Context: an optimization exercise on an open-source flow, tuned for small area. The choices shown serve that exercise and are no tape-out recipe.
In this exercise RTL edits were held to simulation tests only and were not proved equivalent to the original.
The flow treats the clock pin as an ideal source, which a real chip does not have.
Power is estimated from default activity; no workload was simulated.

== the reference run ==
## xbfs
module xbfs (
    input  wire        clk,
    input  wire        rst,           
    input  wire        cmd_valid,
    input  wire [15:0] cmd,
    input  wire [31:0] wdata,
    output reg  [31:0] rdata,
    output reg         rdata_valid,
    output wire        irq,
    output reg         frame_out,
    output reg         rec_out
);
Settings: LEC_CHECK=0, CAP_MARGIN=10, CORE_MARGIN=2, CORE_UTILIZATION=65, SLEW_MARGIN=10; clock period 10.0 ns.
standard.sh (not shown) runs the stock make flow with config.mk's settings and CLKGATE_MAP_FILE= SYNTH_SCRIPT=/design/flow/synth_recipe.tcl, a recipe that flattens the netlist after the stock synthesis.
==> flow/flow/run.sh <==
#!/bin/bash
# The standard layout, with CTS using large clkbuf_16 sink clusters and no
# dummy loads, and the smallest buffer on the ports. Each tool's output is
# kept in a log file in this folder.
set -euo pipefail
CTS="-sink_clustering_enable -repair_clock_nets -dont_use_dummy_load"
CTS="$CTS -buf_list sky130_fd_sc_hd__clkbuf_16"
CTS="$CTS -sink_clustering_size 30 -sink_clustering_max_diameter 60"
bash standard.sh "CTS_ARGS=$CTS" "BUFFER_PORTS_ARGS=-buffer_cell sky130_fd_sc_hd__buf_1" finish > standard.log 2>&1
The reference run | stages: all done | timing, DRC, antenna: all pass
What the trial run does differently from the reference run at the input level:
- CORE_UTILIZATION: 65 -> 72
- SLEW_MARGIN: 10 -> 20
- CAP_MARGIN: 10 -> 20
==> flow/flow/run.sh <==
#!/bin/bash
# The standard layout, with CTS using large clkbuf_16 sink clusters and no
# dummy loads. Each tool's output is kept in a log file in this folder.
set -euo pipefail
CTS="-sink_clustering_enable -repair_clock_nets -dont_use_dummy_load"
CTS="$CTS -buf_list sky130_fd_sc_hd__clkbuf_16"
CTS="$CTS -sink_clustering_size 24 -sink_clustering_max_diameter 60"
bash standard.sh "CTS_ARGS=$CTS" finish > standard.log 2>&1
--- outcome ---
Changes observed in the trial run relative to the reference run: total met2 wirelength after detailed routing fell 3.6%, overall via count from detail_route rose 1243, final cycle utilization of the critical path rose 1.7 points, setup slack of the worst register-to-register path fell 0.02 ns.
Diff the reference run -> the trial run | switching component of the power | increase of 24 µW
Setup WNS the reference run -> the trial run: worse
Between the reference run and the trial run, the area used by multi-input combinational logic figures differ only marginally.

========
== job 101 ==
xbfs again, from the RTL that the note above started with.
export LEC_CHECK = 0
export CAP_MARGIN = 5
export CORE_MARGIN = 2
export CORE_UTILIZATION = 68
export SLEW_MARGIN = 5
create_clock -name core_clock -period 10.0 [get_ports {clk}]
==> flow/flow/run.sh <==
#!/bin/bash
# The standard layout, with CTS using large clkbuf_16 sink clusters and no
# dummy loads, small leaf buffers where their clusters allow it
# (flow/downsize.tcl, run at the end of CTS), and the smallest buffer on the
# ports. Each tool's output is kept in a log file in this folder.
set -euo pipefail
CTS="-sink_clustering_enable -repair_clock_nets -dont_use_dummy_load"
CTS="$CTS -buf_list sky130_fd_sc_hd__clkbuf_16"
CTS="$CTS -sink_clustering_size 30 -sink_clustering_max_diameter 60"
bash standard.sh "CTS_ARGS=$CTS" "POST_CTS_TCL=$(pwd)/flow/downsize.tcl" \
    "BUFFER_PORTS_ARGS=-buffer_cell sky130_fd_sc_hd__buf_1" finish > standard.log 2>&1
==> flow/flow/downsize.tcl <==
# Downsize the clock tree's leaf buffers where their flip-flops keep a
# small clock slew: large clusters keep clkbuf_16, small ones need less.
estimate_parasitics -placement
set target 0.110
set sizes {sky130_fd_sc_hd__clkbuf_4 sky130_fd_sc_hd__clkbuf_8}
set n 0
set saved 0.0
foreach inst [get_cells clkbuf_leaf_*] {
  set name [get_full_name $inst]
  set orig [get_lib_cells */[get_property $inst ref_name]]
  set net [get_nets -of_objects [get_pins $name/X]]
  set sinks [get_pins -of_objects $net -filter "direction==input"]
  foreach s $sizes {
    replace_cell $inst [get_lib_cells */$s]
    set worst 0
    foreach p $sinks {
      set v [get_property $p slew_max]
      if {$v > $worst} { set worst $v }
    }
    if {$worst <= $target} {
      incr n
      break
    }
    replace_cell $inst $orig
  }
}
puts "downsized $n clock leaf buffers"
Relative to job 101, the following input files were edited for job 102:
==> flow/flow/run.sh <==
#!/bin/bash
# The standard layout, with CTS using large clkbuf_16 sink clusters and no
# dummy loads, and the smallest buffer on the ports. Each tool's output is
# kept in a log file in this folder.
set -euo pipefail
CTS="-sink_clustering_enable -repair_clock_nets -dont_use_dummy_load"
CTS="$CTS -buf_list sky130_fd_sc_hd__clkbuf_16"
CTS="$CTS -sink_clustering_size 30 -sink_clustering_max_diameter 60"
bash standard.sh "CTS_ARGS=$CTS" "BUFFER_PORTS_ARGS=-buffer_cell sky130_fd_sc_hd__buf_1" finish > standard.log 2>&1
removed: flow/flow/downsize.tcl
Findings:
Changes observed in job 102 relative to job 101: fraction of area in clock buffers and inverters moved up, final non-filler cell area went up 0.48%. | switching power of the nets | lower: job 101 |. When job 102 is measured against job 101, its number of non-clock buffers in the layout turns out 0.35% lower. Via count essentially unchanged between job 102 and job 101. | share of the clock period used by the worst path | job 102 vs job 101 | 0.54 points higher |. Compared job 102 vs job 101, and slew at the pin with the worst max-slew slack is up in job 102. Between job 101 and job 102, the routed wire length does not differ in any meaningful way. The run showing the greater relative slew slack is job 101. Compared job 101 against job 102; global-route wire length before repair within noise. Number of tap cells inserted of job 102 is on par with job 101.
Here is what was changed in the inputs of job 103 compared with job 102.
==> flow/flow/run.sh <==
#!/bin/bash
# The standard layout, with CTS using large clkbuf_16 sink clusters and no
# dummy loads, small leaf buffers where their clusters allow it
# (flow/downsize.tcl, run at the end of CTS), and the smallest buffer on the
# ports. Each tool's output is kept in a log file in this folder.
set -euo pipefail
CTS="-sink_clustering_enable -repair_clock_nets -dont_use_dummy_load"
CTS="$CTS -buf_list sky130_fd_sc_hd__clkbuf_16"
CTS="$CTS -sink_clustering_size 30 -sink_clustering_max_diameter 60"
bash standard.sh "CTS_ARGS=$CTS" "POST_CTS_TCL=$(pwd)/flow/downsize.tcl" \
    "BUFFER_PORTS_ARGS=-buffer_cell sky130_fd_sc_hd__buf_1" finish > standard.log 2>&1
==> flow/flow/downsize.tcl (new file) <==
# Downsize the clock tree's leaf buffers where their flip-flops keep a
# small clock slew: large clusters keep clkbuf_16, small ones need less.
estimate_parasitics -placement
set target 0.105
set sizes {sky130_fd_sc_hd__clkbuf_4 sky130_fd_sc_hd__clkbuf_8}
set n 0
set saved 0.0
foreach inst [get_cells clkbuf_leaf_*] {
  set name [get_full_name $inst]
  set orig [get_lib_cells */[get_property $inst ref_name]]
  set net [get_nets -of_objects [get_pins $name/X]]
  set sinks [get_pins -of_objects $net -filter "direction==input"]
  foreach s $sizes {
    replace_cell $inst [get_lib_cells */$s]
    set worst 0
    foreach p $sinks {
      set v [get_property $p slew_max]
      if {$v > $worst} { set worst $v }
    }
    if {$worst <= $target} {
      incr n
      break
    }
    replace_cell $inst $orig
  }
}
puts "downsized $n clock leaf buffers"
-- flow/config.mk --
<<< job 102, line 9
export CORE_MARGIN = 2
export CORE_UTILIZATION = 68
export SLEW_MARGIN = 5
>>> job 103, line 9
export CORE_MARGIN = 2
export CORE_UTILIZATION = 68
export GPL_TIMING_DRIVEN = 0
export SLEW_MARGIN = 5
- Comparing job 103 against job 102, there is no change at all in flip-flop and latch count after synthesis.
- Summary of job 103 and job 102: one run falls short of a clean finish, namely job 103.
- Taking job 102 as the reference, in job 103 first-pass GRT wire length went up 6.3%; number of cells on the worst reg-to-reg path shows an increase of 4.3%.
- Compare job 103 and job 102 | total number of nets in the final design lower: job 102
- Relative to job 102, the total power of job 103 is lower by 300 µW.

[port drivers added, routing unchanged]
No port has a modelled driver above. Below, the same layouts with a new extraction and two added sets of constraints.
Step 1: set_driving_cell puts a clkbuf_16 on clk and a buf_2 on each other input, an assumption about the parent block.
Step 2 also shifts input and output timing later by t, the mid clock arrival at the registers, as if the neighbouring blocks saw the same clock.
a / b / c = no drivers / after step 1 / after step 2; a / b = the first two.
run | shift t [ns] | setup WS [ns] | slew at the worst register clock pin (ns) | worst slew at a driven data input, ns | pins driven straight from the clock port
the reference run | 0.925 | 1.056 / 0.914 / -0.011 | 0.11 / 0.11 | 0.38 | 1
the trial run | 0.911 | 0.881 / 0.860 / -0.052 | 0.10 / 0.10 | 0.19 | 1
job 101 | 0.919 | 0.917 / 0.782 / -0.137 | 0.11 / 0.11 | 0.29 | 1
job 102 | 0.925 | 0.863 / 0.738 / -0.187 | 0.12 / 0.12 | 0.28 | 1
job 103 | 0.920 | 0.168 / 0.222 / -0.698 | 0.11 / 0.11 | 0.05 | 1
The setup slack of the reference run, which loses most, moves by -0.142 ns with the drivers and by -1.067 ns with both steps.
